Source: an optimization exercise on an open RTL-to-GDS flow (aim: small area). Production flows keep margins and buffers that such runs may drop.
Where RTL was checked, it was by simulation tests only, not by an equivalence proof against the original.
Power and IR drop assume default switching activity.

==> job 3672 <==
==> flow/design.v (excerpt) <==
module pfe (
    input  wire        clk,
    input  wire        rst,
    input  wire        cmd_valid,
    output wire        cmd_ready,
    input  wire [63:0] cmd,
    output reg         rsp_valid,
    output wire [63:0] rsp,
    output wire        mem_en,
    output wire        mem_we,
    output wire [11:0] mem_addr,
    output wire [7:0]  mem_wdata,
    input  wire [7:0]  mem_rdata
);
    localparam [3:0] OP_NOP = 4'h0, OP_SIZE = 4'h1, OP_START = 4'h2, OP_CONVERT = 4'h3,
                     OP_ENCODE = 4'h4, OP_ENDROW = 4'h5, OP_FINISH = 4'h6, OP_ABORT = 4'h7,
                     OP_RDREG = 4'h8, OP_RDBUF = 4'h9;
    localparam [1:0] ST_IDLE = 2'd0, ST_ACTIVE = 2'd1, ST_DONE = 2'd2, ST_ERROR = 2'd3;
    localparam [3:0] S_IDLE = 4'd0, S_MA = 4'd1, S_MB = 4'd2, S_CM = 4'd3, S_MT = 4'd4,
                     S_TR = 4'd5, S_DV0 = 4'd6, S_DV = 4'd7, S_EN = 4'd8, S_EW = 4'd9,
                     S_ER = 4'd10, S_SR1 = 4'd11, S_SR2 = 4'd12, S_RB = 4'd13, S_RD = 4'd14,
                     S_EF = 4'd15;
    localparam [2:0] RC_OK = 3'd0, RC_FAULT = 3'd7;
  ...
clock: 17.0 ns
lec_check: 0
cap_margin: 20
core_margin: 2
core_utilization: 70
cts_buf_list: sky130_fd_sc_hd__clkbuf_4
slew_margin: 20
standard.sh (not shown) runs the stock make flow with config.mk's settings and CLKGATE_MAP_FILE= SYNTH_SCRIPT=/design/flow/synth_recipe.tcl, a recipe that flattens the netlist after the stock synthesis.
==> flow/flow/run.sh <==
#!/bin/bash
# Layout flow: the standard ORFS flow, with the port buffers made of the
# smallest buffer cell. Each make run's full output goes to its own log here.
set -euo pipefail
export BUFFER_PORTS_ARGS="-buffer_cell sky130_fd_sc_hd__buf_1"
bash standard.sh synth > log_synth.txt 2>&1
bash standard.sh finish > log_finish.txt 2>&1
==> job 8944: changes against job 3672 <==
--- a/flow/design.v
+++ b/flow/design.v
@@ -16,12 +16,11 @@
                      OP_ENCODE = 4'h4, OP_ENDROW = 4'h5, OP_FINISH = 4'h6, OP_ABORT = 4'h7,
                      OP_RDREG = 4'h8, OP_RDBUF = 4'h9;
     localparam [1:0] ST_IDLE = 2'd0, ST_ACTIVE = 2'd1, ST_DONE = 2'd2, ST_ERROR = 2'd3;
     localparam [3:0] S_IDLE = 4'd0, S_MA = 4'd1, S_MB = 4'd2, S_CM = 4'd3, S_MT = 4'd4,
                      S_TR = 4'd5, S_DV0 = 4'd6, S_DV = 4'd7, S_EN = 4'd8, S_EW = 4'd9,
-                     S_ER = 4'd10, S_SR1 = 4'd11, S_SR2 = 4'd12, S_RB = 4'd13, S_RD = 4'd14,
-                     S_EF = 4'd15;
+                     S_ER = 4'd10, S_SR1 = 4'd11, S_SR2 = 4'd12, S_RB = 4'd13, S_RD = 4'd14;
     localparam [2:0] RC_OK = 3'd0, RC_FAULT = 3'd7;
     reg  [3:0] ph;
     wire p0  = (ph == 4'd0);
     wire p1  = (ph == 4'd1);
     wire p15 = (ph == 4'd15);
@@ -41,11 +40,10 @@
     reg [2:0]  code;
     reg [3:0]  rsel;           
     reg [6:0]  tcfg;           
     reg [49:0] P;
     reg        fl;             
-    reg        fa, fb;         
     reg        ca, cb;         
     reg        zs;
     reg        s_rt, s_cw, s_cs, s_cz;
     wire idle = (seq == S_IDLE);
     assign cmd_ready = idle & p15;
@@ -132,64 +130,87 @@
     wire step_b = p0 && (seq == S_MB);
     wire in_sr1 = (seq == S_SR1);
     wire [17:0] madd = step_b ? (P[0] ? {rbw, 2'b00} : 18'd0)
                               : ((step_a & x_str) ? {2'b00, tH} : 18'd0);
     wire [18:0] sum = {1'b0, P[49:32]} + {1'b0, madd} + {18'd0, in_sr1 & sbit};
-    wire shift = step_a || step_b || seq == S_CM || seq == S_TR || in_sr1 || seq == S_SR2
-                 || ((seq == S_EF || (seq == S_EN && FMT != 2'd0)) && ph[3]);
+    wire shift = step_a || step_b || seq == S_CM || seq == S_TR || in_sr1 || seq == S_SR2;
     wire size_big = (P[49:13] != 37'd0) || (P[12] && P[11:0] != 12'd0);
+    wire [7:0] pr = tH[15:8], pg = tH[7:0], pb = tF[15:8], pa = tF[7:0];
+    wire [7:0] a_out = INV ? ~pa : pa;
     wire       bb = tF[0] ^ INV;
     wire       ck = (TMODE == 2'd1);
     wire       am = (TMODE == 2'd2);
-    wire       gray = (FMT == 2'd1);
-    wire fa_n = gray ? (tF[7:0] != 8'hFF) : (ck & ~tF[7]);
-    wire fb_n = gray ? (tF[15:8] == 8'h01)
-              : ck & ((FMT == 2'd2) ? (tH[15:11] == 5'd0 && tH[7:2] == 6'd1 && tF[15:11] == 5'd0)
-                                    : (tH == 16'h0001 && tF[15:8] == 8'd0));
-    wire [2:0] k = ph[2:0];
+    reg [7:0] g_v;
+    always @(*) begin
+        g_v = pb;
+        if (ck) begin
+            if (g_v == 8'h01)  g_v = 8'h00;
+            if (pa != 8'hFF)   g_v = 8'h01;
+        end
+        if (INV) g_v = ~g_v;
+        if (am && pa != 8'hFF) g_v = pa;
+    end
+    reg [4:0] q_r, q_b;
+    reg [5:0] q_g;
+    always @(*) begin
+        q_r = pr[7:3]; q_g = pg[7:2]; q_b = pb[7:3];
+        if (ck) begin
+            if (!pa[7]) begin
+                q_r = 5'd0; q_g = 6'd1; q_b = 5'd0;
+            end else if (q_r == 5'd0 && q_g == 6'd1 && q_b == 5'd0) begin
+                q_g = 6'd0;
+            end
+        end
+    end
+    wire [15:0] v565 = {q_r, q_g, q_b};
+    reg [7:0] r8, g8, b8;
+    always @(*) begin
+        r8 = pr; g8 = pg; b8 = pb;
+        if (ck) begin
+            if (!pa[7]) begin
+                r8 = 8'd0; g8 = 8'd1; b8 = 8'd0;
+            end else if (r8 == 8'd0 && g8 == 8'd1 && b8 == 8'd0) begin
+                g8 = 8'd0;
+            end
+        end
+    end
     wire [1:0] j = cnt[1:0];
-    wire hi565 = ~fa & ((k < 3'd3) ? tH[13] : tH[0]);
-    wire lo565 = fa ? (k == 3'd5) : (k < 3'd5) ? tF[3] : (~fb & tH[5]);
-    wire a_bit = tF[8] ^ INV;
-    reg  fbit;
+    reg [7:0] wbyte;
+    reg       wlast;
     always @(*) begin
         case (FMT)
-            2'd1: begin
-                if (am && fa) fbit = tF[8];
-                else fbit = INV ^ (ck ? (fa ? (k == 3'd0) : (~fb & tF[0])) : tF[0]);
-            end
+            2'd1: begin wbyte = g_v; wlast = 1'b1; end
             2'd2: begin
                 case (j)
-                    2'd0:    fbit = LE ? lo565 : hi565;
-                    2'd1:    fbit = LE ? hi565 : lo565;
-                    default: fbit = a_bit;
+                    2'd0:    wbyte = LE ? v565[7:0] : v565[15:8];
+                    2'd1:    wbyte = LE ? v565[15:8] : v565[7:0];
+                    default: wbyte = a_out;
                 endcase
+                wlast = (j == {am, ~am});
             end
             default: begin
                 case (j)
-                    2'd0:    fbit = ~fa & tH[0];
-                    2'd1:    fbit = fa ? (k == 3'd0) : (~fb & tH[8]);
-                    2'd2:    fbit = ~fa & tF[0];
-                    default: fbit = a_bit;
+                    2'd0:    wbyte = r8;
+                    2'd1:    wbyte = g8;
+                    2'd2:    wbyte = b8;
+                    default: wbyte = a_out;
                 endcase
+                wlast = (j == {1'b1, am});
             end
         endcase
     end
-    wire [2:0] nbytes = gray ? 3'd1 : 3'd2 + {2'd0, FMT[0]} + {2'd0, am};
     wire in_en = (seq == S_EN);
-    wire in_ef = (seq == S_EF);
-    wire fmt_sh = (in_ef || (in_en && !bin)) && ph[3];
     wire in_ew = (seq == S_EW);
     wire in_er = (seq == S_ER);
     wire in_rd = (seq == S_RD);
     wire in_cm = (seq == S_CM);
     wire bit0  = (COL[2:0] == 3'd0);           
     wire [7:0] mask = 8'h80 >> COL[2:0];       
     assign mem_en    = p0 && ((in_en && (!bin || bit0 || bb)) || in_ew || in_rd);
     assign mem_we    = p0 && ((in_en && (!bin || bit0)) || in_ew);
     assign mem_addr  = in_rd ? tF[11:0] : CUR[11:0];
-    assign mem_wdata = in_ew ? (P[7:0] | mask) : bin ? {bb, 7'd0} : P[7:0];
+    assign mem_wdata = in_ew ? (P[7:0] | mask) : bin ? {bb, 7'd0} : wbyte;
     wire rmw_now = bin && !bit0 && bb;         
     reg ca_init, cb_init;
     always @(*) begin
         ca_init = 1'b0;
         cb_init = 1'b0;
@@ -197,11 +218,11 @@
             if (bin) begin
                 ca_init = !rmw_now && (COL[2:0] == 3'd7);
                 cb_init = !rmw_now;
             end else begin
                 ca_init = 1'b1;
-                cb_init = (cnt[2:0] + 3'd1 == nbytes);
+                cb_init = wlast;
             end
         end else if (in_ew) begin
             ca_init = (COL[2:0] == 3'd7);
             cb_init = 1'b1;
         end else if (in_er) begin
@@ -262,11 +283,10 @@
         rsp_valid <= 1'b0;
         ca <= inc_pass ? (CUR[0] & ca_in) : lt_o;
         cb <= in_er ? (ROW[0] & cb_in) : (in_en | in_ew) ? (COL[0] & cb_in) : dv_bo;
         zs <= zs_in & ~tW[0];
         if (shift) P <= {sum, P[31:1]};
-        if (fmt_sh) P[7] <= fbit;
         if (step_a) begin
             d1  <= f_bit;
             d2  <= d1;
             cy  <= (s1 & s2) | (cy & (s1 | s2));
         end
@@ -310,11 +330,11 @@
                             end
                             OP_ENCODE: begin
                                 if (!active)   refuse(3'd2);
                                 else if (e_rt) fault(3'd4, 8'd3);
                                 else if (e_cw) fault(3'd4, 8'd1);
-                                else           seq <= bin ? S_EN : S_EF;
+                                else           seq <= S_EN;
                             end
                             OP_ENDROW: begin
                                 if (!active)    refuse(3'd2);
                                 else if (!e_cw) fault(3'd4, 8'd2);
                                 else            seq <= S_ER;
@@ -406,24 +426,17 @@
                         fault(3'd4, 8'd5);
                         seq <= S_IDLE;
                     end
                 end
             end
-            S_EF: begin
-                if (p0) begin
-                    fa <= fa_n;
-                    fb <= fb_n;
-                end
-                if (p15) seq <= S_EN;
-            end
             S_EN: begin
                 if (p0) fl <= rmw_now;
                 if (p1 && fl) P[7:0] <= mem_rdata;
-                if (p1 && !bin) cnt <= cnt + 6'd1;
                 if (p15) begin
                     if (bin) seq <= fl ? S_EW : S_SR1;
-                    else if (cnt[2:0] == nbytes) seq <= S_SR1;
+                    else if (wlast) seq <= S_SR1;
+                    else cnt <= cnt + 6'd1;
                 end
             end
             S_EW, S_ER: if (p15) seq <= S_SR1;
             S_SR1: if (p15) seq <= S_SR2;
             S_SR2: begin
==> flow/run.sh (new file) <==
#!/bin/bash
# synth_recipe.tcl (not shown) runs the flow's synth.tcl, then flattens the netlist and writes it again
# the make line also repeats each setting of config.mk as NAME=value (left out here)
make -C /OpenROAD-flow-scripts/flow DESIGN_CONFIG=/design/flow/config.mk WORK_HOME=/design/flow/orfs CLKGATE_MAP_FILE= SYNTH_SCRIPT=/design/flow/synth_recipe.tcl finish
CORE_UTILIZATION = 85   (was 70)
CTS_BUF_LIST = unset   (was sky130_fd_sc_hd__clkbuf_4)
removed: flow/flow/run.sh
removed: flow/standard.sh
==> summary.md <==
| Metric | Value |
|---|---|
| Exit stage | 3_3_place_gp |
| Die W | 132 um |
| Post-synth EDFFs | 25 |
| Synth Net Count | 1778 |
| Synthesized flop and latch total | 290 |
| Post-synthesis compound-gate area fraction | 20.4% |
| Error | [ERROR GPL-0301] Utilization 107.751 % exceeds 100%. |
| XOR/XNOR Fraction of Synth Area | 3.12% |
| Cells after Synth | 1666 |
| Synthesized cell area | 14000 um2 |
| Status | stopped before the end |
(the above is from job 8944)
==> summary.md <==
| Metric | Value |
|---|---|
| Synthesized cell area | 13800 um2 |
| Clock share of power | 31.2% |
| Worst path depth | 6 |
| Status | timing/DRC/antenna clean |
| Post-synth EDFFs | 27 |
| Port Buf Inserts | 161 |
| Post-synthesis compound-gate area fraction | 17.4% |
| Synthesized flop and latch total | 292 |
| Synth Net Count | 1740 |
| Max reg flops | 50 |
| Setup Slack @ Placement | 10.64 ns |
| Die W | 144 um |
(the above is from job 3672)
The RTL of job 3672 was laid out without a check of its function.

---

==> 07-18: inputs <==
pfe, a different RTL version from the one above (not shown whole).
export LEC_CHECK = 0
export CAP_MARGIN = 20
export CORE_MARGIN = 2
export CORE_UTILIZATION = 70
export CTS_BUF_LIST = sky130_fd_sc_hd__clkbuf_8
export CTS_CLUSTER_DIAMETER = 60
export CTS_CLUSTER_SIZE = 16
export SLEW_MARGIN = 20
create_clock -name core_clock -period 17.0 [get_ports {clk}]
==> flow/flow/run.sh <==
#!/bin/bash
# Layout flow: the standard ORFS flow, with the port buffers made of the
# smallest buffer cell and power recovery (downsizing on paths with slack)
# after global routing. Each make run's full output goes to its own log here.
set -euo pipefail
export BUFFER_PORTS_ARGS="-buffer_cell sky130_fd_sc_hd__buf_1"
export RECOVER_POWER=100
bash standard.sh synth > log_synth.txt 2>&1
bash standard.sh finish > log_finish.txt 2>&1
==> 09-24 (differences from 07-18) <==
--- a/flow/design.v
+++ b/flow/design.v
@@ -29,26 +29,24 @@
                      S_WT   = 5'd10,   
                      S_EF   = 5'd11,   
                      S_EN   = 5'd12,   
                      S_EB   = 5'd13,   
                      S_EW   = 5'd14,   
                      S_ER   = 5'd15,   
                      S_SR   = 5'd16,   
-                     S_RD   = 5'd17,   
-                     S_FD0  = 5'd18,   
-                     S_FD   = 5'd19;   
+                     S_RD   = 5'd17;   
     localparam [2:0] RC_OK = 3'd0, RC_FAULT = 3'd7;
     reg  [5:0] sp;
     wire [3:0] ph  = sp[3:0];
     wire p0  = (ph == 4'd0);
     wire p15 = (ph == 4'd15);
     wire f0  = (sp == 6'd0);
     wire f63 = (sp == 6'd63);
     wire w0  = (sp[5:4] == 2'd0);
-    reg [15:0] WIDTH, HEIGHT, TROWS, SIZE, CUR, COL, ROW;    
+    reg [15:0] WIDTH, HEIGHT, FRAMES, TROWS, SIZE, CUR, COL, ROW;
     reg [15:0] tW, tH, tF;
     reg [63:0] P;
     reg [1:0]  FMT, TMODE;
     reg        INV, LE, DITHER;
     reg [1:0]  STATE;
     reg [2:0]  ERRCLASS;
     reg [7:0]  ERRINFO;
@@ -125,15 +123,15 @@
         case (rsel)
             4'd0:  sbit = (ph[3:1] == 3'd0) & STATE[ph[0]];
             4'd1:  sbit = (ph < 4'd11) & errw[ph];
             4'd2:  sbit = (ph[3:1] == 3'd0) & (ph[0] ? ALPHASRC : WARN);
             4'd3:  sbit = (ph < 4'd7) & cfgw[ph[2:0]];
             4'd4:  sbit = WIDTH[0];
             4'd5:  sbit = HEIGHT[0];
-            4'd6:  sbit = tH[0];                   
+            4'd6:  sbit = FRAMES[0];
             4'd7:  sbit = TROWS[0];
             4'd8:  sbit = SIZE[0];
             4'd9:  sbit = CUR[0];
             4'd10: sbit = bin & (ph < 4'd3) & COL[0];
             4'd11: sbit = COL[0];
             4'd12: sbit = ROW[0];
             4'd13: sbit = (ph[3:1] == 3'd0) & layout[ph[0]];
@@ -210,19 +208,20 @@
     wire in_er = (seq == S_ER);
     wire in_rd = (seq == S_RD);
     wire in_cm = (seq == S_CM);
     wire bit0  = (COL[2:0] == 3'd0);           
     wire [7:0] mask = 8'h80 >> COL[2:0];       
     wire rmw_now = !bit0 && bb;                
     wire wr_en = in_en && p0 && ({1'b0, j} < nbytes);
-    assign mem_en    = wr_en || (sp == 6'd16 && (in_rd || (in_eb && fl))) || (f0 && (in_ew || (in_eb && bit0)));
+    assign mem_en    = wr_en || (in_rd && sp == 6'd16) || (f0 && (in_ew || (in_eb && (bit0 || bb))));
     assign mem_we    = wr_en || (f0 && (in_ew || (in_eb && bit0)));
-    assign mem_addr  = in_rd ? tF[11:0] : CUR[11:0];    
+    assign mem_addr  = in_rd ? tF[11:0] : CUR[11:0];
     assign mem_wdata = in_ew ? (P[7:0] | mask) : in_eb ? {bb, 7'd0} : P[7:0];
-    wire ld_rb = (sp == 6'd17) && (in_rd || in_eb) && fl;
+    wire ld_rd = (sp == 6'd1) && in_eb && fl;
+    wire ld_rb = (sp == 6'd17) && in_rd && fl;
     reg ca_init, cb_init;
     always @(*) begin
         ca_init = 1'b0;
         cb_init = 1'b0;
         if (in_en) begin
             ca_init = ({1'b0, j} < nbytes);
             cb_init = w0;
@@ -240,50 +239,52 @@
     wire inc_pass = in_en || (w0 && (in_eb || in_ew || in_er));
     wire ca_in = p0 ? ca_init : ca;
     wire cb_in = p0 ? cb_init : cb;
     wire bw_in = ~p0 & cb;
     wire dv_d  = tW[0] ^ HEIGHT[0] ^ bw_in;
     wire dv_bo = (~tW[0] & HEIGHT[0]) | (~(tW[0] ^ HEIGHT[0]) & bw_in);
     wire zs_in = p0 | zs;
-    wire in_fd = (seq == S_FD);
-    wire fd_inc = tH[0] ^ (p0 | ca);
     wire lt_in = ~p0 & ca;
     wire lt_o  = (~tF[0] & SIZE[0]) | (~(tF[0] ^ SIZE[0]) & lt_in);
     wire cmw = in_cm & w0;
     reg  p_in;
     always @(*) begin
         case (seq)
             S_SR:                 p_in = sbit;
             S_RD:                 p_in = 1'b0;
             S_LD, S_LT:           p_in = x_str;
             S_MA, S_MB, S_MT:     p_in = m_sum;
             S_TR:                 p_in = w0 & SIZE[0];
             S_EF:                 p_in = ph[3] ? P[0] : fbit;
-            default:              p_in = P[0];
+            default:              p_in = ld_rd ? mem_rdata[1] : P[0];
         endcase
     end
     always @(posedge clk) begin
         WIDTH  <= {cmw ? tW[0] : WIDTH[0],  WIDTH[15:1]};
         HEIGHT <= {cmw ? tH[0] : HEIGHT[0], HEIGHT[15:1]};
+        FRAMES <= {cmw ? tF[0] : FRAMES[0], FRAMES[15:1]};
         SIZE   <= {cmw ? P[0]  : SIZE[0],   SIZE[15:1]};
         TROWS  <= {((seq == S_TR) && w0) ? P[0] : TROWS[0], TROWS[15:1]};
         CUR    <= {~cmw & (CUR[0] ^ (inc_pass & ca_in)), CUR[15:1]};
         COL    <= {~cmw & ~(in_er & w0) & (COL[0] ^ (inc_pass & ~in_er & cb_in)), COL[15:1]};
         ROW    <= {~cmw & (ROW[0] ^ (inc_pass & in_er & cb_in)), ROW[15:1]};
         if (acc) begin
             tW <= c_w;
             tH <= c_h;
             tF <= c_f;
         end else begin
-            tW <= {(seq == S_DV0) ? ROW[0] : (seq == S_FD0) ? TROWS[0]
-                   : (seq == S_DV || in_fd) ? dv_d : tW[0], tW[15:1]};
-            tH <= {in_fd ? fd_inc : tH[0], tH[15:1]};
+            tW <= {(seq == S_DV0) ? ROW[0] : (seq == S_DV) ? dv_d : tW[0], tW[15:1]};
+            tH <= {tH[0], tH[15:1]};
             tF <= {tF[0], tF[15:1]};
         end
         P <= {p_in, P[63:1]};
+        if (ld_rd) begin
+            P[62]  <= mem_rdata[0];
+            P[5:0] <= mem_rdata[7:2];
+        end
         if (ld_rb) P[53:46] <= mem_rdata;
     end
     task automatic answer(input [2:0] rc);
         begin
             code <= rc;
             rsel <= 4'd15;
             seq  <= S_SR;
@@ -294,17 +295,17 @@
             STATE    <= ST_ERROR;
             ERRCLASS <= cls;
             ERRINFO  <= info;
             answer(RC_FAULT);
         end
     endtask
     always @(posedge clk) begin
-        ca <= inc_pass ? (CUR[0] & ca_in) : in_fd ? (tH[0] & (p0 | ca)) : lt_o;
+        ca <= inc_pass ? (CUR[0] & ca_in) : lt_o;
         cb <= in_er ? (ROW[0] & cb_in) : inc_pass ? (COL[0] & cb_in) : dv_bo;
-        zs <= zs_in & ~(in_fd ? dv_d : tW[0]);
+        zs <= zs_in & ~tW[0];
         d1 <= f_bit;
         d2 <= d1;
         cy <= ~f63 & ((s1 & s2) | (cy & (s1 | s2)));
         mc <= m_cy;
         if (f0) mx <= P[0];
         cw <= (sp == 6'd32) ? (tW[2:0] != 3'd0) : (cw & wb3);
         if (sp < 6'd12) blo <= (~f0 & blo) | m_sum;
@@ -370,16 +371,14 @@
                         code     <= RC_FAULT;
                         rsel     <= 4'd15;
                         seq      <= S_WT;
                     end
                 end
             end
             S_WT: if (f63) seq <= S_SR;
-            S_FD0: if (p15) seq <= S_FD;
-            S_FD: if (p15 && zs_in && !dv_d) seq <= S_WT;
             S_EF: begin
                 if (f0) begin
                     fa <= fa_n;
                     fb <= fb_n;
                 end
                 if (f63) seq <= S_EN;
             end
@@ -456,15 +455,15 @@
                                 if (!active) answer(3'd2);
                                 else         fault(3'd3, cmd[7:0]);
                             end
                             OP_RDREG: begin
                                 if (cmd[7:0] > 8'd13) answer(3'd4);
                                 else begin
                                     rsel <= cmd[3:0];
-                                    seq  <= (cmd[3:0] == 4'd6 && !Z) ? S_FD0 : S_SR;
+                                    seq  <= S_SR;
                                 end
                             end
                             default: begin  
                                 if (STATE != ST_DONE)         answer(3'd2);
                                 else if (cmd[49:16] != 34'd0) answer(3'd3);
                                 else                          seq <= S_RD;
                             end
==> flow/flow/run.sh (replaced) <==
#!/bin/bash
# Layout flow: the standard ORFS flow, with the port buffers made of the
# smallest buffer cell. Each make run's full output goes to its own log here.
set -euo pipefail
export BUFFER_PORTS_ARGS="-buffer_cell sky130_fd_sc_hd__buf_1"
bash standard.sh synth > log_synth.txt 2>&1
bash standard.sh finish > log_finish.txt 2>&1
Settings changed: CTS_BUF_LIST sky130_fd_sc_hd__clkbuf_8 to default, CTS_CLUSTER_DIAMETER 60 to default, CTS_CLUSTER_SIZE 16 to default.
==> 07-19 (differences from 07-18) <==
Settings changed: CTS_BUF_LIST sky130_fd_sc_hd__clkbuf_8 to default, CTS_CLUSTER_DIAMETER 60 to 80, CTS_CLUSTER_SIZE 16 to 24.
==> summary of the runs <==
The lowest final cell count belongs to 09-24, the highest to 07-18.
Global-route usage: 09-24 is higher than 07-18 (1.5 points).
Of 07-18 and 07-19, 07-19 has the higher setup slack (gap 0.013 ns).
Non-clock buffer count is the same in 07-19 and 07-18.
Critical path depth: 07-19 > 09-24 > 07-18.
07-18 finished but fails on capacitance limit, slew limit. 07-19 completed and failed the layout checks on capacitance limit, slew limit. 09-24 completed without violations.
Power, highest first: 09-24, 07-19, 07-18.
The RTL of 07-18 and 07-19 was laid out without a check of its function.

[port drivers added, routing unchanged]
In the flow no input, the clock included, has a driving cell. The finished layouts below were timed again as built, in two steps.
Step 1, drivers: a clkbuf_16 drives clk and a buf_2 each remaining input, both assumed.
Step 2 adds t to the input delays and takes it off the output delays; t is the mean of the earliest and latest rising clock arrival at the registers after step 1. Input paths then give back, and output paths get back, about the clock's delay inside the block.
Three values: ideal ports, drivers, drivers and shift; two values: the first two.
run	t, ns	setup WS [ns]	hold WS [ns]	worst setup path at the end
job 3672	0.732	10.115 / 10.077 / 10.489	0.285 / 0.285 / 0.285	input to register
07-18	0.602	10.145 / 10.104 / 9.653	0.330 / 0.330 / 0.330	input to register
09-24	0.603	10.218 / 10.170 / 10.341	0.297 / 0.297 / 0.297	input to register
07-19	0.542	10.157 / 10.111 / 9.642	0.325 / 0.325 / 0.325	input to register
The setup slack of 07-19, which loses most, moves by -0.046 ns with the drivers and by -0.515 ns with both steps.
